From an optimization exercise on the open Yosys and OpenROAD flow, aimed at small area, a short achievable clock period and few clock cycles; shortcuts taken in it are not production practice. Only simulation tests tie the RTL to the original design; equivalence was not proved. Power is estimated from default activity; no workload was simulated.

$ cat design/flow/run.sh
#!/bin/bash
# synth_recipe.tcl (not shown) runs the flow's synth.tcl, then flattens the netlist and writes it again
# the make line also repeats each setting of config.mk as NAME=value (left out here)
make -C /OpenROAD-flow-scripts/flow DESIGN_CONFIG=/design/flow/config.mk WORK_HOME=/design/flow/orfs CLKGATE_MAP_FILE= SYNTH_SCRIPT=/design/flow/synth_recipe.tcl finish
$ cat design/flow/config.mk
export PLATFORM = sky130hd
export DESIGN_NAME = setun_core
export DESIGN_NICKNAME = setun_core
export VERILOG_FILES = /design/flow/design.v
export SDC_FILE = /design/flow/constraint.sdc
export NUM_CORES = 4
export LEC_CHECK = 0
export ABC_AREA = 1
export CAP_MARGIN = 20
export CORE_MARGIN = 2
export CORE_UTILIZATION = 40
export PLACE_DENSITY = 0.6
export SLEW_MARGIN = 20
$ cat design/flow/constraint.sdc
create_clock -name core_clock -period 55.0 [get_ports {clk}]
set_input_delay 11.0000 -clock core_clock [delete_from_list [all_inputs] [get_ports {clk}]]
set_output_delay 11.0000 -clock core_clock [all_outputs]
set_load 0.01 [all_outputs]
$ cat design/flow/design.v
module sc_tadd #(
    parameter N = 18
) (
    input  [2*N-1:0] a,
    input  [2*N-1:0] b,
    input  [1:0]     ci,
    output [2*N-1:0] s,
    output [1:0]     co,
    output [2*N-1:0] xr       
);
    wire [N:0] x1, x2;
    assign x1[0] = ~ci[1];
    assign x2[0] = ci[0] & ~ci[1];
    genvar k;
    generate
        for (k = 0; k < N; k = k + 1) begin : g_fa
            wire pa = a[2*k] & ~a[2*k+1], na = a[2*k+1], za = ~a[2*k];
            wire pb = b[2*k] & ~b[2*k+1], nb = b[2*k+1], zb = ~b[2*k];
            wire p2 = pa & pb, n2 = na & nb;                                
            wire p1 = (pa & zb) | (za & pb), n1 = (na & zb) | (za & nb);   
            assign x1[k+1] = ~((n1 & ~x1[k]) | (n2 & ~x2[k]));
            assign x2[k+1] = (p2 & x1[k]) | (p1 & x2[k]);
            wire s1p = p1 | n2, s1n = n1 | p2, s1z = ~(s1p | s1n);         
            wire cp = x2[k], cn = ~x1[k], cz = x1[k] & ~x2[k];
            wire sp = (s1p & cz) | (s1z & cp) | (s1n & cn);
            wire sn = (s1n & cz) | (s1z & cn) | (s1p & cp);
            assign s[2*k+1:2*k] = {sn, sp | sn};
            assign xr[2*k+1:2*k] = {p1 | p2, p1 | p2 | n1 | n2};
        end
    endgenerate
    assign co = {~x1[N], x2[N] | ~x1[N]};
endmodule
module setun_core (
    input             clk,
    input             rst,
    input             start,
    input      [15:0] fuel,
    output reg        done,
    output reg [2:0]  status,
    output     [9:0]  reg_c,
    output     [9:0]  reg_f,
    output     [1:0]  reg_w,
    output     [35:0] reg_s,
    output     [35:0] reg_r,
    output reg        fram_en,
    output reg        fram_we,
    output reg        fram_page,
    output reg [6:0]  fram_row,
    output reg [17:0] fram_wdata,
    input      [17:0] fram_rdata,
    output reg        drum_en,
    output reg        drum_we,
    output reg [5:0]  drum_zone,
    output reg [5:0]  drum_row,
    output reg [17:0] drum_wdata,
    input      [17:0] drum_rdata
);
    localparam [1:0] TZ = 2'b00, TP = 2'b01, TN = 2'b11;
    localparam [2:0] ST_NONE = 3'd0, ST_DONE = 3'd1, ST_OVER = 3'd2, ST_ERROR = 3'd3,
                     ST_REFUSED = 3'd4, ST_FUEL = 3'd5;
    localparam [5:0] OP_LDS = {TP, TZ, TZ}, OP_ADD = {TP, TZ, TP}, OP_SUB = {TP, TZ, TN},
                     OP_XOR = {TP, TN, TZ}, OP_LDR = {TP, TN, TP}, OP_HLT = {TP, TN, TN},
                     OP_MUL = {TP, TP, TZ}, OP_MULA = {TP, TP, TP}, OP_MULB = {TP, TP, TN},
                     OP_BZ  = {TZ, TP, TZ}, OP_BP = {TZ, TP, TP}, OP_BN = {TZ, TP, TN},
                     OP_JMP = {TZ, TZ, TZ}, OP_STC = {TZ, TZ, TP}, OP_STF = {TZ, TZ, TN},
                     OP_LDF = {TZ, TN, TZ}, OP_LFC = {TZ, TN, TP}, OP_ADF = {TZ, TN, TN},
                     OP_SHF = {TN, TP, TZ}, OP_STS = {TN, TP, TP}, OP_NRM = {TN, TP, TN},
                     OP_F2D = {TN, TZ, TP}, OP_D2F = {TN, TZ, TN}, OP_IO = {TN, TZ, TZ};
    localparam S_IDLE = 0, S_FETCH = 1, S_DEC = 2, S_OP1 = 3, S_OP2 = 4, S_RECV = 5,
               S_EXEC = 6, S_MUL = 7, S_SHF0 = 8, S_SHF = 9, S_NRM = 10, S_XF0 = 11,
               S_XFER = 12, S_DONE = 13, S_XF1 = 14;
    localparam NS = 15;
    function [1:0] tneg(input [1:0] t);
        tneg = {t[0] & ~t[1], t[0]};
    endfunction
    function [35:0] wneg18(input [35:0] w);
        integer k;
        begin
            for (k = 0; k < 18; k = k + 1)
                wneg18[2*k+1 -: 2] = tneg(w[2*k+1 -: 2]);
        end
    endfunction
    function [9:0] wneg5(input [9:0] w);
        integer k;
        begin
            for (k = 0; k < 5; k = k + 1)
                wneg5[2*k+1 -: 2] = tneg(w[2*k+1 -: 2]);
        end
    endfunction
    function [1:0] wsgn18(input [35:0] w);
        integer k;
        begin
            wsgn18 = TZ;
            for (k = 0; k < 18; k = k + 1)
                if (w[2*k]) wsgn18 = w[2*k+1 -: 2];
        end
    endfunction
    function [1:0] wsgn5(input [9:0] w);
        integer k;
        begin
            wsgn5 = TZ;
            for (k = 0; k < 5; k = k + 1)
                if (w[2*k]) wsgn5 = w[2*k+1 -: 2];
        end
    endfunction
    function signed [7:0] tval(input [1:0] t);
        tval = {{6{t[1]}}, t};
    endfunction
    function [6:0] frow(input [9:0] a);
        case (a[9:2])
            {TN, TN, TN, TN}: frow = 7'd0;
            {TN, TN, TN, TZ}: frow = 7'd1;
            {TN, TN, TN, TP}: frow = 7'd2;
            {TN, TN, TZ, TN}: frow = 7'd3;
            {TN, TN, TZ, TZ}: frow = 7'd4;
            {TN, TN, TZ, TP}: frow = 7'd5;
            {TN, TN, TP, TN}: frow = 7'd6;
            {TN, TN, TP, TZ}: frow = 7'd7;
            {TN, TN, TP, TP}: frow = 7'd8;
            {TN, TZ, TN, TN}: frow = 7'd9;
            {TN, TZ, TN, TZ}: frow = 7'd10;
            {TN, TZ, TN, TP}: frow = 7'd11;
            {TN, TZ, TZ, TN}: frow = 7'd12;
            {TN, TZ, TZ, TZ}: frow = 7'd13;
            {TN, TZ, TZ, TP}: frow = 7'd14;
            {TN, TZ, TP, TN}: frow = 7'd15;
            {TN, TZ, TP, TZ}: frow = 7'd16;
            {TN, TZ, TP, TP}: frow = 7'd17;
            {TN, TP, TN, TN}: frow = 7'd18;
            {TN, TP, TN, TZ}: frow = 7'd19;
            {TN, TP, TN, TP}: frow = 7'd20;
            {TN, TP, TZ, TN}: frow = 7'd21;
            {TN, TP, TZ, TZ}: frow = 7'd22;
            {TN, TP, TZ, TP}: frow = 7'd23;
            {TN, TP, TP, TN}: frow = 7'd24;
            {TN, TP, TP, TZ}: frow = 7'd25;
            {TN, TP, TP, TP}: frow = 7'd26;
            {TZ, TN, TN, TN}: frow = 7'd27;
            {TZ, TN, TN, TZ}: frow = 7'd28;
            {TZ, TN, TN, TP}: frow = 7'd29;
            {TZ, TN, TZ, TN}: frow = 7'd30;
            {TZ, TN, TZ, TZ}: frow = 7'd31;
            {TZ, TN, TZ, TP}: frow = 7'd32;
            {TZ, TN, TP, TN}: frow = 7'd33;
            {TZ, TN, TP, TZ}: frow = 7'd34;
            {TZ, TN, TP, TP}: frow = 7'd35;
            {TZ, TZ, TN, TN}: frow = 7'd36;
            {TZ, TZ, TN, TZ}: frow = 7'd37;
            {TZ, TZ, TN, TP}: frow = 7'd38;
            {TZ, TZ, TZ, TN}: frow = 7'd39;
            {TZ, TZ, TZ, TZ}: frow = 7'd40;
            {TZ, TZ, TZ, TP}: frow = 7'd41;
            {TZ, TZ, TP, TN}: frow = 7'd42;
            {TZ, TZ, TP, TZ}: frow = 7'd43;
            {TZ, TZ, TP, TP}: frow = 7'd44;
            {TZ, TP, TN, TN}: frow = 7'd45;
            {TZ, TP, TN, TZ}: frow = 7'd46;
            {TZ, TP, TN, TP}: frow = 7'd47;
            {TZ, TP, TZ, TN}: frow = 7'd48;
            {TZ, TP, TZ, TZ}: frow = 7'd49;
            {TZ, TP, TZ, TP}: frow = 7'd50;
            {TZ, TP, TP, TN}: frow = 7'd51;
            {TZ, TP, TP, TZ}: frow = 7'd52;
            {TZ, TP, TP, TP}: frow = 7'd53;
            {TP, TN, TN, TN}: frow = 7'd54;
            {TP, TN, TN, TZ}: frow = 7'd55;
            {TP, TN, TN, TP}: frow = 7'd56;
            {TP, TN, TZ, TN}: frow = 7'd57;
            {TP, TN, TZ, TZ}: frow = 7'd58;
            {TP, TN, TZ, TP}: frow = 7'd59;
            {TP, TN, TP, TN}: frow = 7'd60;
            {TP, TN, TP, TZ}: frow = 7'd61;
            {TP, TN, TP, TP}: frow = 7'd62;
            {TP, TZ, TN, TN}: frow = 7'd63;
            {TP, TZ, TN, TZ}: frow = 7'd64;
            {TP, TZ, TN, TP}: frow = 7'd65;
            {TP, TZ, TZ, TN}: frow = 7'd66;
            {TP, TZ, TZ, TZ}: frow = 7'd67;
            {TP, TZ, TZ, TP}: frow = 7'd68;
            {TP, TZ, TP, TN}: frow = 7'd69;
            {TP, TZ, TP, TZ}: frow = 7'd70;
            {TP, TZ, TP, TP}: frow = 7'd71;
            {TP, TP, TN, TN}: frow = 7'd72;
            {TP, TP, TN, TZ}: frow = 7'd73;
            {TP, TP, TN, TP}: frow = 7'd74;
            {TP, TP, TZ, TN}: frow = 7'd75;
            {TP, TP, TZ, TZ}: frow = 7'd76;
            {TP, TP, TZ, TP}: frow = 7'd77;
            {TP, TP, TP, TN}: frow = 7'd78;
            {TP, TP, TP, TZ}: frow = 7'd79;
            {TP, TP, TP, TP}: frow = 7'd80;
            default: frow = 7'd0;
        endcase
    endfunction
    function is_ldop(input [5:0] o);
        is_ldop = (o == OP_LDS) || (o == OP_ADD) || (o == OP_SUB) || (o == OP_XOR) ||
                  (o == OP_LDR) || (o == OP_HLT) || (o == OP_MUL) || (o == OP_MULA) ||
                  (o == OP_MULB) || (o == OP_LDF) || (o == OP_LFC) || (o == OP_ADF) ||
                  (o == OP_SHF);
    endfunction
    reg [NS-1:0] state;
    reg [9:0]  pc;            
    reg [9:0]  cex;           
    reg [9:0]  f_reg;         
    reg [1:0]  w_reg;         
    reg [35:0] s_reg;         
    reg [35:0] r_reg;         
    reg [15:0] fuel_left;
    reg        fuel_zero;     
    reg [5:0]  op;            
    reg [9:0]  ea;            
    reg        m_long;        
    reg        taken;         
    reg        use_ea;        
    reg        fa_neg;        
    reg        ex;            
    reg [35:0] m_reg;         
    reg [35:0] acc;           
    reg [5:0]  cnt;           
    reg        last;          
    reg        npos;          
    reg [6:0]  row1;          
    assign reg_c = pc;
    assign reg_f = f_reg;
    assign reg_w = w_reg;
    assign reg_s = s_reg;
    assign reg_r = r_reg;
    wire [7:0] nah;
    wire [1:0] nah_co;
    sc_tadd #(.N(4)) u_na (.a(pc[9:2]), .b(8'd0), .ci(TP), .s(nah), .co(nah_co), .xr());
    wire [9:0] pc_next = (pc[1:0] == TP) ? {nah, TZ} : {pc[9:2], TP};
    wire [35:0] mraw = m_long ? m_reg : {18'd0, m_reg[35:18]};
    wire [9:0]  m5   = mraw[9:0];
    wire is_mul  = (op == OP_MUL);
    wire is_mula = (op == OP_MULA);
    wire is_mulb = (op == OP_MULB);
    wire is_mulx = (op[5:4] == TP) && (op[3:2] == TP);    
    wire is_shf  = (op == OP_SHF);
    wire is_f2d  = (op == OP_F2D);
    wire is_st   = (op == OP_STC) || (op == OP_STF) || (op == OP_STS) || (op == OP_NRM);
    wire is_err  = (op[5:2] == {TN, TN});      
    wire        in_mul = state[S_MUL];
    wire        a_s    = (op == OP_ADD) || (op == OP_SUB) || (op == OP_XOR);
    wire [35:0] add_a  = a_s ? s_reg : {acc[35:18], in_mul ? acc[17:0] : 18'd0};
    wire        y_s    = in_mul ? is_mulb : is_mula;
    wire [35:0] add_y  = y_s ? s_reg : m_reg;
    wire [1:0]  add_t  = in_mul ? r_reg[1:0] : (op == OP_SUB) ? TN : is_mul ? TZ : TP;
    wire [35:0] add_b  = (add_t == TP) ? add_y : (add_t == TN) ? wneg18(add_y) : 36'd0;
    wire [35:0] add_sum, xor_res;
    wire [1:0]  add_co;
    sc_tadd #(.N(18)) u_add (.a(add_a), .b(add_b), .ci(TZ), .s(add_sum), .co(add_co), .xr(xor_res));
    wire add_ovf = (add_co != TZ);
    wire [9:0] fa_sum;
    wire [1:0] fa_co;
    sc_tadd #(.N(5)) u_fa (.a(op == OP_LFC ? cex : f_reg), .b(m5), .ci(TZ), .s(fa_sum), .co(fa_co), .xr());
    reg        e_sw, e_rw, e_fw, e_ww;    
    reg [35:0] e_s;
    reg [9:0]  e_f;
    reg [1:0]  e_w;
    reg        e_stop;
    reg [2:0]  e_status;
    wire [35:0] sg_src = (op == OP_LDS) ? m_reg : (op == OP_XOR) ? xor_res :
                         (op == OP_SHF || op == OP_STS) ? s_reg : add_sum;
    wire [1:0]  sg18   = wsgn18(sg_src);
    wire [9:0]  e_fv   = (op == OP_LDF) ? m5 : fa_sum;
    wire [1:0]  sg5    = wsgn5(op == OP_STF ? f_reg : e_fv);
    always @(*) begin
        e_sw = 1'b0; e_rw = 1'b0; e_fw = 1'b0; e_ww = 1'b0;
        e_s = add_sum; e_f = e_fv; e_w = sg18;
        e_stop = 1'b0; e_status = ST_OVER;
        case (op)
            OP_LDS: begin e_sw = 1'b1; e_s = m_reg; e_ww = 1'b1; end
            OP_ADD, OP_SUB, OP_MULA, OP_MULB: begin
                e_sw = 1'b1;
                if (add_ovf) e_stop = 1'b1;
                else e_ww = 1'b1;
            end
            OP_MUL: begin e_sw = 1'b1; e_ww = 1'b1; end
            OP_XOR: begin e_sw = 1'b1; e_s = xor_res; e_ww = 1'b1; end
            OP_LDR: begin e_rw = 1'b1; end
            OP_HLT: begin e_rw = 1'b1; e_stop = 1'b1; e_status = ST_DONE; end
            OP_LDF, OP_LFC, OP_ADF: begin e_fw = 1'b1; e_ww = 1'b1; e_w = sg5; end
            OP_SHF: begin e_ww = 1'b1; end
            default: begin end
        endcase
    end
    wire [9:0] f_fwd = (ex && e_fw) ? e_f : f_reg;
    wire [1:0] w_fwd = (ex && e_ww) ? e_w : w_reg;
    wire [17:0] kw   = fram_rdata;
    wire [5:0]  kop  = kw[7:2];
    wire [1:0]  kmod = kw[1:0];
    wire [9:0]  ct_sum;
    wire [1:0]  ct_co;
    sc_tadd #(.N(5)) u_ct (.a(kw[17:8]), .b(kmod == TN ? wneg5(f_fwd) : f_fwd), .ci(TZ),
                           .s(ct_sum), .co(ct_co), .xr());
    wire [9:0] k_ea = (kmod == TZ) ? kw[17:8] : ct_sum;
    wire k_br = (kop == OP_JMP) || (kop == OP_BZ) || (kop == OP_BP) || (kop == OP_BN) ||
                (kop == OP_IO);
    wire k_taken = (kop == OP_JMP) || (kop == OP_BZ && w_fwd == TZ) ||
                   (kop == OP_BP && w_fwd == TP) || (kop == OP_BN && w_fwd == TN);
    wire k_xf  = (kop == OP_F2D) || (kop == OP_D2F);
    wire k_nrm = (kop == OP_NRM);
    wire [9:0] row_addr = use_ea ? ea : pc;
    wire [6:0] row_tab  = frow(row_addr);
    reg [35:0] st_val;
    always @(*) begin
        case (op)
            OP_STC:  st_val = {26'd0, cex};
            OP_STF:  st_val = {26'd0, f_reg};
            default: st_val = s_reg;             
        endcase
    end
    wire [7:0]  sc     = acc[7:0];
    wire [1:0]  sc_sgn = wsgn5({2'b00, sc});
    wire [7:0]  sc_step;
    wire [1:0]  sc_co;
    sc_tadd #(.N(4)) u_sc (.a(sc), .b(8'd0), .ci(state[S_NRM] ? TN : tneg(sc_sgn)),
                           .s(sc_step), .co(sc_co), .xr());
    wire        sc_one = (sc[7:2] == 6'd0);      
    wire [35:0] nrm_n  = npos ? {34'd0, TP} : {28'd0, sc};
    wire [1:0]  d1 = mraw[7:6], d2 = mraw[5:4], d3 = mraw[3:2], d4 = mraw[1:0];
    wire        shf_big = (mraw[35:8] != 28'd0) ||
                          (d1 == TP && !(d2 == TN && (d3 == TN || (d3 == TZ && d4 == TN)))) ||
                          (d1 == TN && !(d2 == TP && (d3 == TP || (d3 == TZ && d4 == TP))));
    wire [6:0] zrow    = row_tab - 7'd41;
    wire [5:0] ea_zone = (row_tab < 7'd41) ? 6'd0 : (row_tab > 7'd76 ? 6'd35 : zrow[5:0]);
    wire [6:0] x_base  = (ea[9:8] == TN) ? 7'd0 : (ea[9:8] == TZ) ? 7'd27 : 7'd54;
    wire refuse = (ea == {TP, TP, TP, TP, TN});    
    wire       x_rd = (cnt <= 6'd53);      
    wire       x_wr = (cnt >= 6'd2);       
    wire       x_fstep = is_f2d ? x_rd : x_wr;
    wire       x_dstep = is_f2d ? x_wr : x_rd;
    wire fetch_req = state[S_FETCH] || (state[S_RECV] && !is_mulx && !is_shf) ||
                     ((state[S_MUL] || state[S_SHF]) && last) ||
                     (state[S_XFER] && last && is_f2d);
    wire fetch_ok  = !fuel_zero && !fa_neg;
    wire fetch_go  = fetch_req && fetch_ok;
    always @(*) begin
        fram_en    = fetch_go;
        fram_we    = 1'b0;
        fram_page  = (row_addr[1:0] == TP);
        fram_row   = row_tab;
        fram_wdata = m_long ? st_val[35:18] : st_val[17:0];
        drum_en    = 1'b0;
        drum_we    = 1'b0;
        drum_zone  = acc[5:0];
        drum_row   = acc[11:6];
        drum_wdata = m_reg[17:0];
        if (state[S_OP1]) begin
            fram_en = !refuse && !is_err;
            fram_we = is_st;
        end
        if (state[S_OP2]) begin
            fram_en    = 1'b1;
            fram_we    = is_st;
            fram_page  = 1'b0;
            fram_row   = row1;
            fram_wdata = st_val[17:0];
        end
        if (state[S_XFER]) begin
            if (!(last && is_f2d)) begin
                fram_page  = acc[19];
                fram_row   = acc[18:12];
            end
            fram_wdata = m_reg[17:0];
            if (is_f2d) begin
                if (x_rd) fram_en = 1'b1;
                drum_en = x_wr;
                drum_we = 1'b1;
            end else begin
                drum_en = x_rd;
                fram_en = x_wr;
                fram_we = 1'b1;
            end
        end
    end
    task go(input integer s);
        begin
            state    <= {NS{1'b0}};
            state[s] <= 1'b1;
        end
    endtask
    task stop(input [2:0] st);
        begin
            status <= st;
            done   <= 1'b1;
            go(S_DONE);
        end
    endtask
    task after_fetch;
        begin
            ex <= 1'b1;
            if (fetch_ok) go(S_DEC);
            else go(S_EXEC);
        end
    endtask
    task store_done;
        begin
            case (op)
                OP_STF: w_reg <= wsgn5(f_reg);
                OP_STS: w_reg <= wsgn18(s_reg);
                OP_NRM: begin
                    s_reg <= nrm_n;
                    w_reg <= npos ? TP : (sc == 8'd0 ? TZ : TN);
                end
                default: begin end
            endcase
            use_ea <= 1'b0;
            go(S_FETCH);
        end
    endtask
    always @(posedge clk) begin
        if (rst) begin
            state     <= {{(NS-1){1'b0}}, 1'b1};    
            done      <= 1'b0;
            status    <= ST_NONE;
            pc        <= 10'd0;
            f_reg     <= 10'd0;
            w_reg     <= TZ;
            s_reg     <= 36'd0;
            r_reg     <= 36'd0;
            fuel_left <= 16'd0;
            fuel_zero <= 1'b1;
            ex        <= 1'b0;
            taken     <= 1'b0;
            use_ea    <= 1'b0;
            fa_neg    <= 1'b0;
        end else begin
            if (state[S_IDLE]) begin
                if (start) begin
                    fuel_left <= fuel;
                    fuel_zero <= (fuel == 16'd0);
                    go(S_FETCH);
                end
            end
            if (state[S_FETCH]) begin
                if (taken) pc <= ea;
                taken  <= 1'b0;
                use_ea <= 1'b0;
                if (fetch_ok) go(S_DEC);
                else if (ex) go(S_EXEC);
                else if (fuel_zero) stop(ST_FUEL);
                else stop(ST_REFUSED);
            end
            if (state[S_EXEC] || state[S_DEC]) begin
                if (ex) begin
                    if (e_sw) s_reg <= e_s;
                    if (e_rw) r_reg <= m_reg;
                    if (e_fw) f_reg <= e_f;
                    if (e_ww) w_reg <= e_w;
                end
                ex <= 1'b0;
                if (ex && e_stop) begin
                    pc <= cex;
                    stop(e_status);
                end else if (state[S_EXEC]) begin
                    go(S_FETCH);
                end else begin
                    op     <= kop;
                    ea     <= k_ea;
                    m_long <= (k_ea[1:0] == TN);
                    taken  <= k_taken;
                    fa_neg <= k_taken && (k_ea[1:0] == TN);
                    cex    <= pc;
                    pc     <= pc_next;
                    cnt    <= 6'd0;
                    acc[7:0] <= 8'd0;
                    npos   <= 1'b0;
                    fuel_left <= fuel_left - 16'd1;
                    fuel_zero <= (fuel_left == 16'd1);
                    use_ea <= k_taken || !(k_br || k_xf || k_nrm);
                    if (k_br) go(S_FETCH);
                    else if (k_xf) go(S_XF0);
                    else if (k_nrm) go(S_NRM);
                    else go(S_OP1);
                end
            end
            if (state[S_NRM]) begin
                if (refuse) begin
                    pc <= cex;
                    stop(ST_REFUSED);
                end else if (sc == 8'd0 && s_reg[35:34] != TZ) begin
                    s_reg  <= {2'b00, s_reg[35:2]};
                    npos   <= 1'b1;
                    use_ea <= 1'b1;
                    go(S_OP1);
                end else if (s_reg[33:32] != TZ || s_reg == 36'd0) begin
                    use_ea <= 1'b1;
                    go(S_OP1);
                end else begin
                    s_reg    <= {s_reg[33:0], 2'b00};
                    acc[7:0] <= sc_step;     
                end
            end
            if (state[S_OP1]) begin
                row1   <= row_tab + 7'd1;
                use_ea <= 1'b0;
                if (is_err) begin
                    pc <= cex;
                    stop(ST_ERROR);
                end else if (refuse) begin
                    pc <= cex;
                    stop(ST_REFUSED);
                end else if (m_long) begin
                    go(S_OP2);
                end else if (is_st) begin
                    store_done();
                end else begin
                    go(S_RECV);
                end
            end
            if (state[S_OP2]) begin
                if (is_st) begin
                    store_done();
                end else begin
                    m_reg[35:18] <= fram_rdata;
                    go(S_RECV);
                end
            end
            if (state[S_RECV]) begin
                if (m_long) m_reg[17:0] <= fram_rdata;
                else m_reg <= {fram_rdata, 18'd0};
                if (is_mulx) begin
                    acc  <= 36'd0;
                    last <= 1'b0;
                    if (is_mul) begin
                        r_reg <= {18'd0, s_reg[35:18]};
                        cnt   <= 6'd9;
                    end else if (r_reg[17:0] == 18'd0) begin
                        r_reg <= {r_reg[17:0], r_reg[35:18]};
                        cnt   <= 6'd9;
                    end else begin
                        cnt   <= 6'd18;
                    end
                    go(S_MUL);
                end else if (is_shf) begin
                    go(S_SHF0);
                end else begin
                    after_fetch();
                end
            end
            if (state[S_MUL]) begin
                acc   <= {add_co, add_sum[35:2]};    
                r_reg <= {r_reg[1:0], r_reg[35:2]};
                cnt   <= cnt - 6'd1;
                last  <= (cnt == 6'd2);
                if (last) after_fetch();
            end
            if (state[S_SHF0]) begin
                acc[7:0] <= mraw[7:0];
                last     <= (mraw[7:2] == 6'd0);
                if (shf_big || mraw[7:0] == 8'd0) begin
                    if (shf_big) s_reg <= 36'd0;
                    ex <= 1'b1;
                    go(S_FETCH);
                end else begin
                    go(S_SHF);
                end
            end
            if (state[S_SHF]) begin
                s_reg    <= sc_sgn[1] ? {s_reg[33:0], 2'b00} : {2'b00, s_reg[35:2]};
                acc[7:0] <= sc_step;
                last     <= (sc_step[7:2] == 6'd0);
                if (last) after_fetch();
            end
            if (state[S_XF0]) begin
                acc[11:6]  <= 6'd0;
                acc[18:12] <= x_base;
                acc[19]    <= 1'b0;
                last       <= 1'b0;
                ea         <= {ea[7:0], TZ};     
                use_ea     <= 1'b1;
                go(S_XF1);
            end
            if (state[S_XF1]) begin
                acc[5:0]   <= ea_zone;
                use_ea     <= 1'b0;
                go(S_XFER);
            end
            if (state[S_XFER]) begin
                m_reg[17:0] <= is_f2d ? fram_rdata : drum_rdata;    
                cnt  <= cnt + 6'd1;
                last <= (cnt == 6'd54);
                if (x_fstep) begin
                    acc[19] <= ~acc[19];
                    if (acc[19]) acc[18:12] <= acc[18:12] + 7'd1;
                end
                if (x_dstep) acc[11:6] <= acc[11:6] + 6'd1;
                if (last) begin
                    ex <= 1'b0;
                    if (is_f2d && fetch_ok) go(S_DEC);
                    else go(S_FETCH);
                end
            end
        end
    end
endmodule
==> results of run 1 <==
power by group through the flow:
stage / combinational (W) / sequential, W / clock [W]
5_1_grt: 0.000106 / 0.000206 / 0.000249
3_5_place_dp: 0.0000938 / 0.000209 / 0
4_1_cts: 0.0000943 / 0.000205 / 0.000244
6_report: 0.0000964 / 0.000205 / 0.000244
2_1_floorplan: 0.0000626 / 0.000206 / 0
3_3_place_gp: 0.0000941 / 0.000209 / 0
critical path: stages, from the launching register on:
cell and delay, ps:
sky130_fd_sc_hd__edfxtp_1 500, sky130_fd_sc_hd__nor2_1 310, sky130_fd_sc_hd__inv_1 110, sky130_fd_sc_hd__nor3_1 190, sky130_fd_sc_hd__buf_4 200, sky130_fd_sc_hd__inv_1 200, sky130_fd_sc_hd__nand2_1 530, sky130_fd_sc_hd__clkinv_1 470
sky130_fd_sc_hd__o21ai_0 200, sky130_fd_sc_hd__o211ai_1 130, sky130_fd_sc_hd__nand3_1 80, sky130_fd_sc_hd__o21ai_0 190, sky130_fd_sc_hd__clkdlybuf4s50_1 550
cell usage in the layout (no fill, tap or decap), types with 8 or more instances in the layout:
cell and instances:
sky130_fd_sc_hd__nand2_1 876, sky130_fd_sc_hd__inv_1 489, sky130_fd_sc_hd__o21ai_0 439, sky130_fd_sc_hd__nor2_1 382, sky130_fd_sc_hd__a21oi_1 243, sky130_fd_sc_hd__clkdlybuf4s50_1 211, sky130_fd_sc_hd__nand3_1 204, sky130_fd_sc_hd__dfxtp_1 132
sky130_fd_sc_hd__edfxtp_1 114, sky130_fd_sc_hd__o211ai_1 93, sky130_fd_sc_hd__a22oi_1 83, sky130_fd_sc_hd__o22ai_1 71, sky130_fd_sc_hd__buf_4 59, sky130_fd_sc_hd__nor3_1 50, sky130_fd_sc_hd__a31oi_1 48, sky130_fd_sc_hd__nand2_2 43
sky130_fd_sc_hd__nand2_4 43, sky130_fd_sc_hd__o21ai_1 41, sky130_fd_sc_hd__clkbuf_16 38, sky130_fd_sc_hd__nand3_2 33, sky130_fd_sc_hd__o221ai_1 28, sky130_fd_sc_hd__nand4_1 25, sky130_fd_sc_hd__xor2_1 22, sky130_fd_sc_hd__nor4_1 21
sky130_fd_sc_hd__o2111ai_1 20, sky130_fd_sc_hd__ha_1 20, sky130_fd_sc_hd__a211oi_1 19, sky130_fd_sc_hd__clkinv_1 19, sky130_fd_sc_hd__inv_2 19, sky130_fd_sc_hd__a221oi_1 14, sky130_fd_sc_hd__or2_2 12, sky130_fd_sc_hd__a22o_1 10
sky130_fd_sc_hd__nor2_2 10, sky130_fd_sc_hd__clkbuf_1 9, sky130_fd_sc_hd__o31ai_1 8
layout make-up:
class / count / area, µm² / area share [%]
Sequential cell: 247 / 6090 / 21.8
Tap cell: 782 / 978 / 3.50
Clock inverter: 14 / 165 / 0.590
Antenna cell: 1 / 2.50 / 0.00894
Timing Repair Buffer: 271 / 2570 / 9.17
Multi-Input combinational cell: 2934 / 15200 / 54.2
Inverter: 529 / 1990 / 7.13
Clock buffer: 50 / 1030 / 3.67
metal layers:
layer / vias up / part of all wire [%] / routed length, µm / GRT usage (%)
met1: 13500 / 40 / 46800 / 47.7
met5: - / 0.028 / 33 / 0
li1: 13600 / - / - / -
met4: 4 / 6.9 / 8140 / 21.6
met2: 1752 / 43 / 50300 / 55.8
met3: 385 / 10 / 12300 / 6.84
logic make-up (layout without fill, tap and decap cells):
kind of cell,Yosys count,count (layout),synth area share (%)
compound gates,1159,1159,28.4
fa+ha+maj,20,20,1.03
xor+xnor,27,27,0.977
flops,247,247,25.1
mux,1,1,0.0414
buf+inv,732,864,12.4
other cells,0,1,0
simple gates,1727,1727,32.0
how the worst max path moves through the flow:
stage                          to  cells after the start  slack (ps)
finish              fram_wdata[1]                     12       39760
global route        fram_wdata[1]                     12       39430
CTS                   fram_row[6]                     11       39820
detailed placement    fram_row[6]                     11       40410
global placement      fram_row[6]                     11       40500
floorplan             fram_row[6]                     11       41480
stage by stage:
stage	total power, W	util (%)	setup WS, ps
final	0.000545	46.5	39760
after floorplan	0.000268	-	41480
after global routing	0.000561	46.5	39430
after CTS	0.000543	46.5	39820
after detailed placement	0.000303	44.5	40410
after global placement	0.000303	44.5	40500
==> flow_metrics.py, run 1 <==
metrics = {
    "status": {
        "outcome": "complete, no violations",
    },
    "pwr": {
        "pwr-share-comb_pct": 17.7,
        "swShare_pct": 31.1,
        "power.share.sequential_pct": 37.7,
        "internal_power_w": 0.000376,
        "cellPowerDensity_nw_per_um2": 19.5,
        "power_frac_clock_pct": 44.7,
        "power_leakage_nw": 11.8,
        "net-switching-power_w": 0.000170,
        "vdd_drop_max_mv": 0.0230,
    },
    "detailed_routing": {
        "vias_per_cell": 6.05,
        "detail_route.drc_violations": 0,
        "drtPass1Iterations": 6,
        "initialDrtViolationCount": 3604,
        "dr_total_vias": 29200,
        "detail_route.wl_per_cell_um": 24.3,
        "drt_wl_total_um": 118000,
        "ant_nets": 0,
    },
    "placement": {
        "io_buffers": 212,
        "postPlaceCellArea_um2": 26800,
        "hpwlAfterDp_um": 88600,
        "placedCellCount": 4763,
        "gpl.final_weighted_congestion": 1.02,
    },
    "layout": {
        "fillers": 6537,
        "final_cell_count_no_fill": 4828,
        "nNetsFinal": 4093,
        "final_design_area_no_fill_um2": 28000,
        "synthToLayoutAreaGrowth_pct": 15.6,
        "layout-drive-gt1-share_pct": 7.52,
    },
    "global_routing": {
        "antenna_found_initial": 3,
        "via_count_of_the_first_global_routing_pass": 27000,
        "grt_max_degree": 73,
        "grt-ovfl-total": 0,
        "groute.usage.overall_pct": 36.4,
        "grt_first_pass_wirelength_um": 174000,
    },
    "clock_network": {
        "clkLatencyLatePin_ps": 580,
        "cts_stage_hold_buffer_count": 0,
        "clk_transition_reported_paths_ps": 60,
        "cts_sinks": 247,
        "clockRootBuffer": "sky130_fd_sc_hd__clkbuf_16",
        "ctsHtreeMaxLevel": 2,
        "total_cts_buffers": 35,
        "cts_resized": 0,
        "cts_max_path_buffers": 3,
        "cts_setup_buffers": 0,
        "cts_tree": "yes",
    },
    "synthesis": {
        "syn_area_um2": 24200,
        "portion_of_the_post_synthesis_area_used_by_sequential_elements_pct": 25.1,
        "synth-main-ff-cell": "sky130_fd_sc_hd__dfxtp_1",
        "avgSynthCellArea_um2": 6.19,
        "synth.most_common_cell": "sky130_fd_sc_hd__nand2_1",
        "net_count_after_synthesis": 3988,
        "post_synth_num_cell_types": 69,
        "synth.yosys.warnings": 1,
        "synth_cells": 3913,
        "synthArstFlopShare_pct": 0,
        "postSynthRegisterBits": 247,
        "post-synth-top-area-cell": "sky130_fd_sc_hd__edfxtp_1",
        "synthTopCellsByArea": "sky130_fd_sc_hd__edfxtp_1 (14%), sky130_fd_sc_hd__nand2_1 (14%), sky130_fd_sc_hd__dfxtp_1 (11%)",
        "netlist.area_leader.share_pct": 14.1,
        "edff_count_synth": 114,
        "synth_common_cells": "sky130_fd_sc_hd__nand2_1 (878), sky130_fd_sc_hd__inv_1 (489), sky130_fd_sc_hd__o21ai_0 (439)",
    },
    "worst_hold_path": {
        "hold_start": "pc[9]",
        "holdCritPathClass": "flip-flop to flip-flop",
        "min_path_cells": 0,
        "hold_critical_path_endpoint": "cex[9]",
    },
    "worst_setup_path": {
        "reg2reg_slack_ps": 46470,
        "critPathRequiredTime_ps": 44000,
        "reg2reg_to": "ea[6]",
        "crit_path_from": "op[3]",
        "worst-path-max-fanout": 20,
        "reg2reg_depth": 43,
        "path_class": "flip-flop to output port",
        "critical_path_arrival_ps": 4240,
        "r2r-start": "op[5]",
        "worst_setup_path_end_kind": "output port",
        "worst_setup_path_start_kind": "flip-flop",
    },
    "job": {
        "drv_cap": 0,
    },
    "timing": {
        "endpoints_failing_hold": 0,
        "max_slew.worst_pin.slew_ps": 1230,
        "fmax_ghz": 0.0656,
        "fin_crit_sh_pct": 27.7,
        "maxSlewViolCount": 0,
        "final_critical_period_ps": 15240,
        "hold_slack_ps": 476,
        "setup_viol": 0,
        "tns_ps": 0,
        "rsz0062_at_grt": "no",
        "slew_headroom_pct": 17.2,
        "timing.clock.skew_ps": 25.7,
    },
    "floorplan": {
        "number_of_placed_i_o_pins": 213,
        "core_area_um2": 60100,
        "die_width_um": 250,
        "chipHeight_um": 250,
        "row_count": 90,
        "design.die.area_um2": 62500,
        "initial_core_util_pct": 40.2,
    },
}
Testbench counts, summed over its fixed seeds: cycles 281,867.
==> inputs of run 2 (changes only) <==
==> design/flow/flow/run.sh (new file) <==
#!/bin/bash
# The standard layout, with plain buffers (buf_2) on the ports instead of the
# default delay-cell port buffers.
set -euo pipefail
bash standard.sh "BUFFER_PORTS_ARGS=-buffer_cell sky130_fd_sc_hd__buf_2" finish > standard.log 2>&1
==> design/flow/standard.sh (new file) <==
#!/bin/bash
# synth_recipe.tcl (not shown) runs the flow's synth.tcl, then flattens the netlist and writes it again
# the make line also repeats each setting of config.mk as NAME=value (left out here)
make -C /OpenROAD-flow-scripts/flow DESIGN_CONFIG=/design/flow/config.mk WORK_HOME=/design/flow/orfs CLKGATE_MAP_FILE= SYNTH_SCRIPT=/design/flow/synth_recipe.tcl "${@:-finish}"
removed: design/flow/run.sh
==> flow_metrics.py, run 2 <==
metrics = {
    "layout": {
        "layout-drive-gt1-share_pct": 12.9,
        "area_of_combinational_cells_with_multiple_inputs_um2": 15200,
        "most_common_library_cell_in_the_layout_ignoring_fill_and_taps": "sky130_fd_sc_hd__nand2_1",
        "finalCoreUtilization_pct": 44.7,
        "fillers": 6535,
        "nNetsFinal": 4100,
        "layout.area.seq_um2": 6090,
        "synthToLayoutAreaGrowth_pct": 11.1,
        "most-common-layout-cells": "sky130_fd_sc_hd__nand2_1 (876), sky130_fd_sc_hd__inv_1 (489), sky130_fd_sc_hd__o21ai_0 (439)",
        "final_cell_count_no_fill": 4835,
    },
    "worst_setup_path": {
        "worst_setup_path_start_kind": "flip-flop",
        "reg2reg_slack_ps": 47110,
        "worst_setup_path_end_kind": "output port",
        "critical_path_arrival_ps": 3900,
        "critPathRequiredTime_ps": 44000,
        "r2r-start": "state[7]",
        "worst-path-max-fanout": 20,
        "reg2reg_depth": 49,
        "reg2reg_to": "cnt[3]",
        "path_class": "flip-flop to output port",
    },
    "detailed_routing": {
        "dr_total_vias": 29300,
        "detail_route.wl_per_cell_um": 24.3,
        "detail_route.drc_violations": 0,
        "drt_wl_total_um": 118000,
        "drtPass1Iterations": 6,
        "initialDrtViolationCount": 3582,
        "vias_per_cell": 6.06,
        "ant_nets": 0,
    },
    "floorplan": {
        "chipHeight_um": 250,
        "row_count": 90,
        "number_of_placed_i_o_pins": 213,
        "core_area_um2": 60100,
        "design.die.area_um2": 62500,
        "die_width_um": 250,
        "initial_core_util_pct": 40.2,
    },
    "clock_network": {
        "cts_resized": 0,
        "ctsHtreeMaxLevel": 2,
        "cts_max_path_buffers": 3,
        "cts_tree": "yes",
        "clkLatencyLatePin_ps": 560,
        "clockRootBuffer": "sky130_fd_sc_hd__clkbuf_16",
        "clk_transition_reported_paths_ps": 50,
        "cts_stage_hold_buffer_count": 0,
        "total_cts_buffers": 34,
        "cts_setup_buffers": 0,
        "cts_sinks": 247,
    },
    "global_routing": {
        "grt_first_pass_wirelength_um": 170000,
        "grt_max_degree": 73,
        "groute.usage.overall_pct": 35.9,
        "antenna_found_initial": 8,
        "grt-ovfl-total": 0,
        "via_count_of_the_first_global_routing_pass": 26600,
    },
    "placement": {
        "gpl.final_weighted_congestion": 1.03,
        "placedCellCount": 4770,
        "hpwlAfterDp_um": 88900,
        "dpl_worst_slack_ps": 40880,
        "io_buffers": 212,
    },
    "timing": {
        "fmax_ghz": 0.0671,
        "timing.clock.skew_ps": 23.0,
        "fin_crit_sh_pct": 27.1,
        "max_slew.worst_pin.slew_ps": 1140,
        "final_critical_period_ps": 14900,
        "layout_setup_ws_ps": 40100,
        "tns_ps": 0,
        "slew_headroom_pct": 23.0,
        "maxSlewViolCount": 0,
        "rsz0062_at_grt": "no",
        "endpoints_failing_hold": 0,
        "hold_slack_ps": 459,
        "setup_viol": 0,
    },
    "synthesis": {
        "portion_of_the_post_synthesis_area_used_by_sequential_elements_pct": 25.1,
        "avgSynthCellArea_um2": 6.19,
        "net_count_after_synthesis": 3988,
        "syn_area_um2": 24200,
        "post-synth-top-area-cell": "sky130_fd_sc_hd__edfxtp_1",
        "edff_count_synth": 114,
        "post_synth_num_cell_types": 69,
        "synthArstFlopShare_pct": 0,
        "netlist.area_leader.share_pct": 14.1,
        "synth-main-ff-cell": "sky130_fd_sc_hd__dfxtp_1",
        "synth_cells": 3913,
        "synth.most_common_cell": "sky130_fd_sc_hd__nand2_1",
        "synthTopCellsByArea": "sky130_fd_sc_hd__edfxtp_1 (14%), sky130_fd_sc_hd__nand2_1 (14%), sky130_fd_sc_hd__dfxtp_1 (11%)",
        "synth.yosys.warnings": 1,
        "synth_common_cells": "sky130_fd_sc_hd__nand2_1 (878), sky130_fd_sc_hd__inv_1 (489), sky130_fd_sc_hd__o21ai_0 (439)",
        "postSynthRegisterBits": 247,
    },
    "pwr": {
        "power_leakage_nw": 12.1,
        "swShare_pct": 31.8,
        "power.share.sequential_pct": 39.1,
        "net-switching-power_w": 0.000167,
        "vdd_drop_max_mv": 0.0201,
        "power_frac_clock_pct": 43.4,
        "cellPowerDensity_nw_per_um2": 19.5,
        "pwr-share-comb_pct": 17.5,
        "internal_power_w": 0.000358,
    },
    "worst_hold_path": {
        "hold_critical_path_endpoint": "cex[8]",
        "hold_start": "pc[8]",
        "min_path_cells": 0,
        "holdCritPathClass": "flip-flop to flip-flop",
    },
    "status": {
        "outcome": "complete, no violations",
    },
    "job": {
        "drv_cap": 0,
    },
}
==> run 2: cell counts after synthesis <==
Identical to the previous run, type by type.
==> run 2: area by class of cell <==
type	count	area share, %
clock buffer	48	3.70
tap	782	3.64
antenna	2	0.0186
multi-input combinational	2934	56.3
clock inverter	14	0.433
timing repair buffer	279	5.82
inverter	529	7.41
sequential	247	22.6
==> run 2: power by group through the flow <==
stage	logic [W]	registers [W]	clock network [W]
after floorplan	0.0000626	0.000206	0
after global placement	0.0000897	0.000209	0
after detailed placement	0.0000893	0.000209	0
after CTS	0.0000899	0.000205	0.000229
after global routing	0.000101	0.000206	0.000234
final	0.0000919	0.000205	0.000228
==> run 2: worst max path at each step <==
stage                start       endpoint  slack, ps  cells after the start
floorplan           use_ea    fram_row[6]      41480                     11
global placement    use_ea    fram_row[6]      40930                     11
detailed placement  use_ea    fram_row[6]      40880                     11
CTS                 use_ea    fram_row[6]      40270                     11
global route         op[3]  fram_wdata[1]      39820                     12
finish               op[3]  fram_wdata[1]      40100                     11
==> run 2: critical path: stages (launching register included) <==
cell and delay, ps:
sky130_fd_sc_hd__edfxtp_1 500, sky130_fd_sc_hd__nor2_1 320, sky130_fd_sc_hd__nand2_1 130, sky130_fd_sc_hd__nor2_1 220, sky130_fd_sc_hd__clkinv_1 320, sky130_fd_sc_hd__nand2_1 560, sky130_fd_sc_hd__clkinv_1 500, sky130_fd_sc_hd__o21ai_0 240
sky130_fd_sc_hd__o211ai_1 150, sky130_fd_sc_hd__nand3_1 90, sky130_fd_sc_hd__o21ai_0 140, sky130_fd_sc_hd__buf_2 190
==> run 2: kinds of logic after synthesis <==
kind of cell	after synthesis	synth area share (%)
xor gates and xnor gates	27	0.977
DFF	247	25.1
muxes	1	0.0414
adders and majority gates	20	1.03
buffers and inverters	732	12.4
AOI/OAI and AO/OA	1159	28.4
and+or+nand+nor	1727	32.0
==> run 2: layer usage <==
metal,part of all wire [%],track usage (%),vias up
met1,39,45.2,13500
met5,0.051,0,-
met2,42,55.1,1750
met3,12,9.24,428
li1,-,-,13500
met4,7.1,21.7,10
==> run 2: per-stage QoR <==
step / total power, W / cell area, µm²
after global routing: 0.000541 / 26900
after floorplan: 0.000268 / 24200
after global placement: 0.000299 / 25800
final: 0.000525 / 26900
after detailed placement: 0.000298 / 25800
after CTS: 0.000524 / 26900
==> inputs of run 3 (changes only) <==
--- a/design/flow/design.v
+++ b/design/flow/design.v
@@ -241,9 +241,12 @@
     wire is_err  = (op[5:2] == {TN, TN});      
     wire        in_mul = state[S_MUL];
+    wire        m_skip = (r_reg[1:0] == TZ) && (cnt != 6'd1);
+    wire [1:0]  mt     = m_skip ? r_reg[3:2] : r_reg[1:0];
+    wire [35:0] acc_in = m_skip ? {2'b00, acc[35:2]} : acc;
     wire        a_s    = (op == OP_ADD) || (op == OP_SUB) || (op == OP_XOR);
-    wire [35:0] add_a  = a_s ? s_reg : {acc[35:18], in_mul ? acc[17:0] : 18'd0};
+    wire [35:0] add_a  = a_s ? s_reg : in_mul ? acc_in : {acc[35:18], 18'd0};
     wire        y_s    = in_mul ? is_mulb : is_mula;
     wire [35:0] add_y  = y_s ? s_reg : m_reg;
-    wire [1:0]  add_t  = in_mul ? r_reg[1:0] : (op == OP_SUB) ? TN : is_mul ? TZ : TP;
+    wire [1:0]  add_t  = in_mul ? mt : (op == OP_SUB) ? TN : is_mul ? TZ : TP;
     wire [35:0] add_b  = (add_t == TP) ? add_y : (add_t == TN) ? wneg18(add_y) : 36'd0;
     wire [35:0] add_sum, xor_res;
@@ -332,5 +335,6 @@
     wire       x_dstep = is_f2d ? x_wr : x_rd;
     wire fetch_req = state[S_FETCH] || (state[S_RECV] && !is_mulx && !is_shf) ||
-                     ((state[S_MUL] || state[S_SHF]) && last) ||
+                     (state[S_MUL] && (cnt == 6'd1 || (cnt == 6'd2 && r_reg[1:0] == TZ))) ||
+                     (state[S_SHF] && last) ||
                      (state[S_XFER] && last && is_f2d);
     wire fetch_ok  = !fuel_zero && !fa_neg;
@@ -541,9 +545,13 @@
             end
             if (state[S_MUL]) begin
-                acc   <= {add_co, add_sum[35:2]};    
-                r_reg <= {r_reg[1:0], r_reg[35:2]};
-                cnt   <= cnt - 6'd1;
-                last  <= (cnt == 6'd2);
-                if (last) after_fetch();
+                acc <= {add_co, add_sum[35:2]};    
+                if (m_skip) begin
+                    r_reg <= {r_reg[3:0], r_reg[35:4]};
+                    cnt   <= cnt - 6'd2;
+                end else begin
+                    r_reg <= {r_reg[1:0], r_reg[35:2]};
+                    cnt   <= cnt - 6'd1;
+                end
+                if (cnt == 6'd1 || (cnt == 6'd2 && m_skip)) after_fetch();
             end
             if (state[S_SHF0]) begin
--- a/design/flow/config.mk
+++ b/design/flow/config.mk
@@ -10,4 +10,7 @@
 export CORE_MARGIN = 2
 export CORE_UTILIZATION = 40
+export CTS_BUF_LIST = sky130_fd_sc_hd__clkbuf_16
+export CTS_CLUSTER_DIAMETER = 100
+export CTS_CLUSTER_SIZE = 25
 export PLACE_DENSITY = 0.6
 export SLEW_MARGIN = 20
==> flow_metrics.py, run 3 <==
metrics = {
    "worst_setup_path": {
        "critPathRequiredTime_ps": 44000,
        "cp_common_cell": "sky130_fd_sc_hd__inv_1",
        "worst_setup_path_start_kind": "flip-flop",
        "path_class": "flip-flop to output port",
        "critical_path_arrival_ps": 3780,
        "worst_setup_path_end_kind": "output port",
        "reg2reg_depth": 35,
        "reg2reg_to": "ea[2]",
        "cp_slowest_stage_delay_ps": 700,
        "r2r-start": "cnt[1]",
        "crit_slowest_cell": "sky130_fd_sc_hd__dfxtp_1",
        "worstPathCellList": "nand2_1, o21ai_1, inv_1, nor2_1, inv_1, o22ai_1, inv_1, o21ai_0, inv_1, o21ai_0, a21oi_1, a21oi_1, buf_2",
        "worst-path-max-fanout": 19,
        "reg2reg_slack_ps": 45420,
    },
    "synthesis": {
        "synth.yosys.warnings": 1,
        "synth.most_common_cell": "sky130_fd_sc_hd__nand2_1",
        "avgSynthCellArea_um2": 6.04,
        "post_synth_num_cell_types": 66,
        "synthTopCellsByArea": "sky130_fd_sc_hd__nand2_1 (15%), sky130_fd_sc_hd__edfxtp_1 (14%), sky130_fd_sc_hd__dfxtp_1 (11%)",
        "synthArstFlopShare_pct": 0,
        "synth_common_cells": "sky130_fd_sc_hd__nand2_1 (1011), sky130_fd_sc_hd__inv_1 (528), sky130_fd_sc_hd__nor2_1 (393)",
        "synth_cells": 4094,
        "edff_count_synth": 114,
        "netlist.area_leader.share_pct": 15.3,
        "portion_of_the_post_synthesis_area_used_by_sequential_elements_pct": 24.6,
        "postSynthRegisterBits": 247,
        "net_count_after_synthesis": 4172,
        "syn_area_um2": 24700,
        "post-synth-top-area-cell": "sky130_fd_sc_hd__nand2_1",
        "synth-main-ff-cell": "sky130_fd_sc_hd__dfxtp_1",
    },
    "floorplan": {
        "chipHeight_um": 253,
        "row_count": 91,
        "design.die.area_um2": 63800,
        "core_area_um2": 61400,
        "number_of_placed_i_o_pins": 213,
        "initial_core_util_pct": 40.3,
        "die_width_um": 253,
    },
    "worst_hold_path": {
        "min_path_cells": 0,
        "hold_critical_path_endpoint": "cex[8]",
        "hold_start": "pc[8]",
        "holdCritPathClass": "flip-flop to flip-flop",
    },
    "layout": {
        "most-common-layout-cells": "sky130_fd_sc_hd__nand2_1 (1009), sky130_fd_sc_hd__inv_1 (529), sky130_fd_sc_hd__nor2_1 (385)",
        "area_of_combinational_cells_with_multiple_inputs_um2": 15600,
        "final_design_area_no_fill_um2": 26900,
        "fillers": 6787,
        "layout.area.seq_um2": 6090,
        "synthToLayoutAreaGrowth_pct": 8.96,
        "layout-drive-gt1-share_pct": 11.1,
        "most_common_library_cell_in_the_layout_ignoring_fill_and_taps": "sky130_fd_sc_hd__nand2_1",
        "nNetsFinal": 4239,
    },
    "clock_network": {
        "clockRootBuffer": "sky130_fd_sc_hd__clkbuf_16",
        "clkLatencyLatePin_ps": 590,
        "cts_setup_buffers": 0,
        "cts_stage_hold_buffer_count": 0,
        "ctsHtreeMaxLevel": 1,
        "clk_transition_reported_paths_ps": 110,
        "total_cts_buffers": 19,
        "cts_resized": 0,
        "cts_max_path_buffers": 3,
        "cts_sinks": 247,
        "cts_tree": "yes",
    },
    "timing": {
        "max_slew.worst_pin.slew_ps": 1250,
        "fin_crit_sh_pct": 26.9,
        "rsz0062_at_grt": "no",
        "setup_viol": 0,
        "layout_setup_ws_ps": 40220,
        "final_critical_period_ps": 14780,
        "slew_headroom_pct": 15.5,
        "endpoints_failing_hold": 0,
        "hold_slack_ps": 480,
        "maxSlewViolCount": 0,
        "timing.clock.skew_ps": 60.1,
        "tns_ps": 0,
        "fmax_ghz": 0.0676,
    },
    "placement": {
        "hpwlAfterDp_um": 91300,
        "io_buffers": 212,
        "gpl.final_weighted_congestion": 1.02,
        "dpl_worst_slack_ps": 40800,
        "postPlaceCellArea_um2": 26300,
    },
    "global_routing": {
        "grt_max_degree": 73,
        "antenna_found_initial": 8,
        "groute.usage.overall_pct": 36.0,
        "grt_first_pass_wirelength_um": 175000,
        "via_count_of_the_first_global_routing_pass": 26900,
        "grt-ovfl-total": 0,
    },
    "detailed_routing": {
        "ant_nets": 0,
        "detail_route.drc_violations": 0,
        "drt_wl_total_um": 120000,
        "vias_per_cell": 6.13,
        "dr_total_vias": 30400,
        "initialDrtViolationCount": 4125,
        "drtPass1Iterations": 6,
        "detail_route.wl_per_cell_um": 24.2,
    },
    "pwr": {
        "vdd_drop_max_mv": 0.0313,
        "cellPowerDensity_nw_per_um2": 19.6,
        "power_leakage_nw": 12.1,
    },
    "status": {
        "outcome": "complete, no violations",
    },
    "job": {
        "drv_cap": 0,
    },
}
==> run 3: final cells by class <==
cell class                      instances  area share [%]
Antenna cell                            2          0.0186
Clock buffer                           19            1.76
Clock inverter                         15           0.757
Inverter                              554            7.73
Multi-Input combinational cell       3073            58.0
Sequential cell                       247            22.6
Tap cell                              790            3.67
Timing Repair Buffer                  266            5.45
==> run 3: worst max-delay path by stage <==
stage | end | startpoint | slack (ps) | depth (start not counted)
after global routing | fram_row[0] | use_ea | 39810 | 13
after floorplan | fram_row[4] | use_ea | 41330 | 17
final | fram_row[0] | use_ea | 40220 | 13
after detailed placement | fram_row[0] | use_ea | 40800 | 13
after global placement | fram_row[0] | use_ea | 40880 | 13
after CTS | fram_row[0] | use_ea | 40180 | 13
==> run 3: cell families after synthesis <==
| family | synth area share [%] |
|---|---|
| buf+inv | 12.4 |
| fa+ha+maj | 1.16 |
| xor+xnor | 0.956 |
| compound gates | 28.5 |
| flops | 24.6 |
| simple gates | 32.1 |
| mux | 0.243 |
==> run 3: worst max-delay path, delay by kind of cell (launching register included) <==
family	cells	cell delay, ps
AOI/OAI and AO/OA	6	1260
buffers and inverters	5	850
DFF	1	700
and+or+nand+nor	2	400
==> run 3: power by group <==
group | switching (W) | internal [W]
Sequential | 0.0000104 | 0.000200
Clock | 0.0000934 | 0.0000710
Combinational | 0.000106 | 0.0000469
==> run 3: per-stage QoR <==
step	total power, W	utilization, %	cells
2_1_floorplan	0.000315	-	4094
5_1_grt	0.000553	43.9	4964
4_1_cts	0.000526	43.9	4964
6_report	0.000528	43.9	4966
3_3_place_gp	0.000365	42.8	4930
3_5_place_dp	0.000364	42.8	4930
==> run 3: per-layer routing <==
layer	wire length [µm]	track usage, %	part of all wire [%]	vias to the layer above
li1	-	-	-	14000
met2	51000	55.0	43	1997
met5	64	0	0.053	-
met3	13900	6.85	12	382
met1	47600	48.3	40	14000
met4	7460	18.6	6.2	10
Testbench counts of run 3, summed over its fixed seeds: cycles 270,808.
==> inputs of run 4 (changes only) <==
--- a/design/flow/design.v
+++ b/design/flow/design.v
@@ -244,9 +244,12 @@
     wire [1:0]  mt     = m_skip ? r_reg[3:2] : r_reg[1:0];
     wire [35:0] acc_in = m_skip ? {2'b00, acc[35:2]} : acc;
-    wire        a_s    = (op == OP_ADD) || (op == OP_SUB) || (op == OP_XOR);
-    wire [35:0] add_a  = a_s ? s_reg : in_mul ? acc_in : {acc[35:18], 18'd0};
+    wire        a_s    = (op == OP_ADD) || (op == OP_SUB) || (op == OP_XOR) ||
+                         (op == OP_SHF) || (op == OP_STS);
+    wire [35:0] add_a  = a_s ? s_reg : in_mul ? acc_in :
+                         {(op == OP_LDS) ? 18'd0 : acc[35:18], 18'd0};
     wire        y_s    = in_mul ? is_mulb : is_mula;
     wire [35:0] add_y  = y_s ? s_reg : m_reg;
-    wire [1:0]  add_t  = in_mul ? mt : (op == OP_SUB) ? TN : is_mul ? TZ : TP;
+    wire [1:0]  add_t  = in_mul ? mt : (op == OP_SUB) ? TN :
+                         (is_mul || op == OP_SHF || op == OP_STS) ? TZ : TP;
     wire [35:0] add_b  = (add_t == TP) ? add_y : (add_t == TN) ? wneg18(add_y) : 36'd0;
     wire [35:0] add_sum, xor_res;
@@ -263,6 +266,5 @@
     reg        e_stop;
     reg [2:0]  e_status;
-    wire [35:0] sg_src = (op == OP_LDS) ? m_reg : (op == OP_XOR) ? xor_res :
-                         (op == OP_SHF || op == OP_STS) ? s_reg : add_sum;
+    wire [35:0] sg_src = (op == OP_XOR) ? xor_res : add_sum;
     wire [1:0]  sg18   = wsgn18(sg_src);
     wire [9:0]  e_fv   = (op == OP_LDF) ? m5 : fa_sum;
@@ -273,5 +275,5 @@
         e_stop = 1'b0; e_status = ST_OVER;
         case (op)
-            OP_LDS: begin e_sw = 1'b1; e_s = m_reg; e_ww = 1'b1; end
+            OP_LDS: begin e_sw = 1'b1; e_ww = 1'b1; end
             OP_ADD, OP_SUB, OP_MULA, OP_MULB: begin
                 e_sw = 1'b1;
@@ -403,5 +405,5 @@
             case (op)
                 OP_STF: w_reg <= wsgn5(f_reg);
-                OP_STS: w_reg <= wsgn18(s_reg);
+                OP_STS: w_reg <= sg18;
                 OP_NRM: begin
                     s_reg <= nrm_n;
@@ -455,10 +457,5 @@
                 end
                 ex <= 1'b0;
-                if (ex && e_stop) begin
-                    pc <= cex;
-                    stop(e_status);
-                end else if (state[S_EXEC]) begin
-                    go(S_FETCH);
-                end else begin
+                if (state[S_DEC]) begin
                     op     <= kop;
                     ea     <= k_ea;
@@ -474,9 +471,14 @@
                     fuel_zero <= (fuel_left == 16'd1);
                     use_ea <= k_taken || !(k_br || k_xf || k_nrm);
-                    if (k_br) go(S_FETCH);
-                    else if (k_xf) go(S_XF0);
-                    else if (k_nrm) go(S_NRM);
-                    else go(S_OP1);
                 end
+                if (ex && e_stop) begin
+                    pc <= cex;
+                    stop(e_status);
+                end else if (state[S_EXEC]) begin
+                    go(S_FETCH);
+                end else if (k_br) go(S_FETCH);
+                else if (k_xf) go(S_XF0);
+                else if (k_nrm) go(S_NRM);
+                else go(S_OP1);
             end
             if (state[S_NRM]) begin
--- a/design/flow/config.mk
+++ b/design/flow/config.mk
@@ -9,8 +9,8 @@
 export CAP_MARGIN = 20
 export CORE_MARGIN = 2
-export CORE_UTILIZATION = 40
+export CORE_UTILIZATION = 50
 export CTS_BUF_LIST = sky130_fd_sc_hd__clkbuf_16
-export CTS_CLUSTER_DIAMETER = 100
-export CTS_CLUSTER_SIZE = 25
-export PLACE_DENSITY = 0.6
+export CTS_CLUSTER_DIAMETER = 90
+export CTS_CLUSTER_SIZE = 20
+export PLACE_DENSITY = 0.7
 export SLEW_MARGIN = 20
==> flow_metrics.py, run 4 <==
metrics = {
    "status": {
        "outcome": "complete, no violations",
    },
    "pwr": {
        "net-switching-power_w": 0.000488,
        "swShare_pct": 51.0,
        "pwr-share-comb_pct": 53.3,
        "vdd_drop_max_mv": 0.0263,
        "power_leakage_nw": 11.2,
        "cellPowerDensity_nw_per_um2": 38.0,
        "power_frac_clock_pct": 17.3,
        "p_total_w": 0.000956,
        "power.share.sequential_pct": 29.4,
        "internal_power_w": 0.000468,
    },
    "clock_network": {
        "cts_resized": 0,
        "ctsHtreeMaxLevel": 1,
        "cts_setup_buffers": 0,
        "cts_max_path_buffers": 3,
        "cts_sinks": 247,
        "clkLatencyLatePin_ps": 570,
        "clockRootBuffer": "sky130_fd_sc_hd__clkbuf_16",
        "clk_transition_reported_paths_ps": 90,
        "cts_tree": "yes",
        "total_cts_buffers": 20,
        "cts_stage_hold_buffer_count": 0,
    },
    "detailed_routing": {
        "drt_wl_total_um": 101000,
        "vias_per_cell": 6.29,
        "dr_total_vias": 28200,
        "detail_route.wl_per_cell_um": 22.6,
        "detail_route.drc_violations": 0,
        "ant_nets": 0,
        "drtPass1Iterations": 7,
        "initialDrtViolationCount": 3802,
    },
    "synthesis": {
        "post-synth-top-area-cell": "sky130_fd_sc_hd__edfxtp_1",
        "synthTopCellsByArea": "sky130_fd_sc_hd__edfxtp_1 (15%), sky130_fd_sc_hd__nand2_1 (13%), sky130_fd_sc_hd__dfxtp_1 (11%)",
        "avgSynthCellArea_um2": 6.12,
        "portion_of_netlist_area_occupied_by_mux_cells_pct": 0,
        "synth_cells": 3784,
        "synth.most_common_cell": "sky130_fd_sc_hd__nand2_1",
        "netlist.area_leader.share_pct": 14.8,
        "xor_and_xnor_fraction_of_the_mapped_netlist_area_pct": 0.718,
        "net_count_after_synthesis": 3862,
        "post_synth_and_or_nand_nor_area_fraction_pct": 31.1,
        "combinational_family_with_the_most_area_after_synthesis": "simple AND/OR/NAND/NOR gates",
        "synthArstFlopShare_pct": 0,
        "adder_and_majority_gate_portion_of_the_synthesized_area_pct": 1.24,
        "synth-main-ff-cell": "sky130_fd_sc_hd__dfxtp_1",
        "edff_count_synth": 114,
        "syn_area_um2": 23200,
        "portion_of_the_post_synthesis_area_used_by_sequential_elements_pct": 26.3,
        "post_synth_num_cell_types": 68,
        "synth-compound-area-share_pct": 27.9,
        "synth_common_cells": "sky130_fd_sc_hd__nand2_1 (821), sky130_fd_sc_hd__inv_1 (520), sky130_fd_sc_hd__o21ai_0 (413)",
        "synth.yosys.warnings": 1,
        "postSynthRegisterBits": 247,
    },
    "placement": {
        "io_buffers": 212,
        "placedCellCount": 4447,
        "hpwlAfterDp_um": 76600,
        "gpl.final_weighted_congestion": 1.05,
    },
    "floorplan": {
        "core_area_um2": 45600,
        "chipHeight_um": 219,
        "design.die.area_um2": 48100,
        "number_of_placed_i_o_pins": 213,
        "row_count": 78,
        "die_width_um": 219,
        "initial_core_util_pct": 50.9,
    },
    "global_routing": {
        "groute.usage.overall_pct": 41.0,
        "antenna_found_initial": 2,
        "grt_first_pass_wirelength_um": 151000,
        "via_count_of_the_first_global_routing_pass": 25300,
        "grt_max_degree": 75,
        "grt-ovfl-total": 0,
    },
    "layout": {
        "synthToLayoutAreaGrowth_pct": 8.69,
        "most_common_library_cell_in_the_layout_ignoring_fill_and_taps": "sky130_fd_sc_hd__nand2_1",
        "final_cell_count_no_fill": 4484,
        "most-common-layout-cells": "sky130_fd_sc_hd__nand2_1 (821), sky130_fd_sc_hd__inv_1 (523), sky130_fd_sc_hd__o21ai_0 (413)",
        "nNetsFinal": 3947,
        "fillers": 4760,
        "layout-drive-gt1-share_pct": 11.6,
        "finalCoreUtilization_pct": 55.3,
    },
    "timing": {
        "final_critical_period_ps": 14950,
        "timing.clock.skew_ps": 24.2,
        "endpoints_failing_hold": 0,
        "rsz0062_at_grt": "no",
        "hold_slack_ps": 469,
        "max_slew.worst_pin.slew_ps": 1220,
        "tns_ps": 0,
        "slew_headroom_pct": 17.6,
        "fin_crit_sh_pct": 27.2,
        "maxSlewViolCount": 0,
        "fmax_ghz": 0.0669,
        "setup_viol": 0,
    },
    "worst_setup_path": {
        "worst-path-max-fanout": 21,
        "worst_setup_path_end_kind": "output port",
        "critical_path_arrival_ps": 3950,
        "reg2reg_to": "state[1]",
        "worst_setup_path_start_kind": "flip-flop",
        "reg2reg_slack_ps": 47060,
        "critPathRequiredTime_ps": 44000,
        "reg2reg_depth": 49,
        "path_class": "flip-flop to output port",
        "r2r-start": "cnt[1]",
    },
    "worst_hold_path": {
        "min_path_cells": 0,
        "holdCritPathClass": "flip-flop to flip-flop",
        "hold_critical_path_endpoint": "cex[0]",
        "hold_start": "pc[0]",
    },
    "job": {
        "drv_cap": 0,
    },
}
[run 4: changes by cell type after synthesis, moves of 17 or more]
| cell | previous run | this run |
|---|---|---|
| sky130_fd_sc_hd__a21oi_1 | 282 | 247 |
| sky130_fd_sc_hd__nand3_1 | 197 | 214 |
| sky130_fd_sc_hd__nand2_1 | 1011 | 821 |
| sky130_fd_sc_hd__o21ai_0 | 384 | 413 |
| sky130_fd_sc_hd__clkbuf_1 | 157 | 135 |
| sky130_fd_sc_hd__o211ai_1 | 91 | 56 |
[run 4: stage by stage]
step / setup WS [ps] / instance area [µm²]
final: 40050 / 25200
after detailed placement: 40900 / 24500
after global routing: 39740 / 25200
after floorplan: 41390 / 23200
after global placement: 40860 / 24500
after CTS: 40290 / 25200
[run 4: cell families (layout without fill, tap and decap cells)]
group | Yosys count | in the layout
xor gates and xnor gates | 19 | 19
DFF | 247 | 247
and+or+nand+nor | 1668 | 1668
adders and majority gates | 23 | 23
buffers and inverters | 744 | 843
AOI/OAI and AO/OA | 1083 | 1083
other | 0 | 1
[run 4: power groups by stage]
stage | Combinational, W | Sequential, W | Clock (W)
finish | 0.000509 | 0.000281 | 0.000166
global route | 0.000564 | 0.000283 | 0.000170
CTS | 0.000494 | 0.000278 | 0.000165
detailed placement | 0.000492 | 0.000282 | 0
global placement | 0.000492 | 0.000281 | 0
floorplan | 0.000355 | 0.000259 | 0
[run 4: final cells by class]
type,instances,area (µm²),area share (%)
multi-input cells,2793,14200,56.4
clock buffers,23,576,2.28
well taps,600,751,2.98
diodes,1,2.50,0.00993
flip-flops and latches,247,6090,24.2
inverters,555,2080,8.27
repair buffers,252,1360,5.41
clock inverters,13,123,0.487
[run 4: worst max-delay path by stage]
stage / startpoint / end / depth (start not counted)
floorplan: use_ea / fram_row[2] / 16
global placement: use_ea / fram_row[2] / 15
detailed placement: use_ea / fram_row[2] / 14
CTS: use_ea / fram_row[2] / 14
global route: use_ea / fram_row[2] / 15
finish: op[2] / fram_wdata[0] / 9
[run 4: worst max-delay path: stages (launching register included)]
cell,delay [ps]
sky130_fd_sc_hd__edfxtp_1,430
sky130_fd_sc_hd__nor2_1,250
sky130_fd_sc_hd__nand2_1,130
sky130_fd_sc_hd__nor2_1,570
sky130_fd_sc_hd__inv_1,420
sky130_fd_sc_hd__nand2_1,660
sky130_fd_sc_hd__o221ai_1,240
sky130_fd_sc_hd__o211ai_1,200
sky130_fd_sc_hd__o21ai_0,250
sky130_fd_sc_hd__buf_2,230
[run 4: routing by layer]
layer  wire length (µm)  GRT usage (%)  vias up
met2              42000           61.6     1954
li1                   -              -    13000
met4               8120           26.3        4
met5                 30              0        -
met3              12900           8.83      449
met1              38200           53.3    12800
Testbench counts of run 4, summed over its fixed seeds: cycles 270,808.

[re-timing with driven ports]
Ports are ideal in the flow. The routed layouts listed here were re-timed in OpenROAD.
Step 1, drivers: a clkbuf_16 drives clk and a buf_2 each remaining input, both assumed.
Step 2 also shifts input and output timing later by t, the mid clock arrival at the registers, as if the neighbouring blocks saw the same clock.
Three values: no drivers, after step 1, after step 2; two values: the first two.
run	t, ns	slack for setup (ns)	worst setup path after step 2	cell pins on the clock port's net
run 1	0.629	39.765 / 39.703 / 40.332	register to output	1
run 2	0.615	40.101 / 40.038 / 40.653	register to output	1
run 3	0.621	40.216 / 40.157 / 40.778	register to output	1
run 4	0.616	40.055 / 39.996 / 40.612	register to output	1
After both steps every run listed still meets setup and hold.
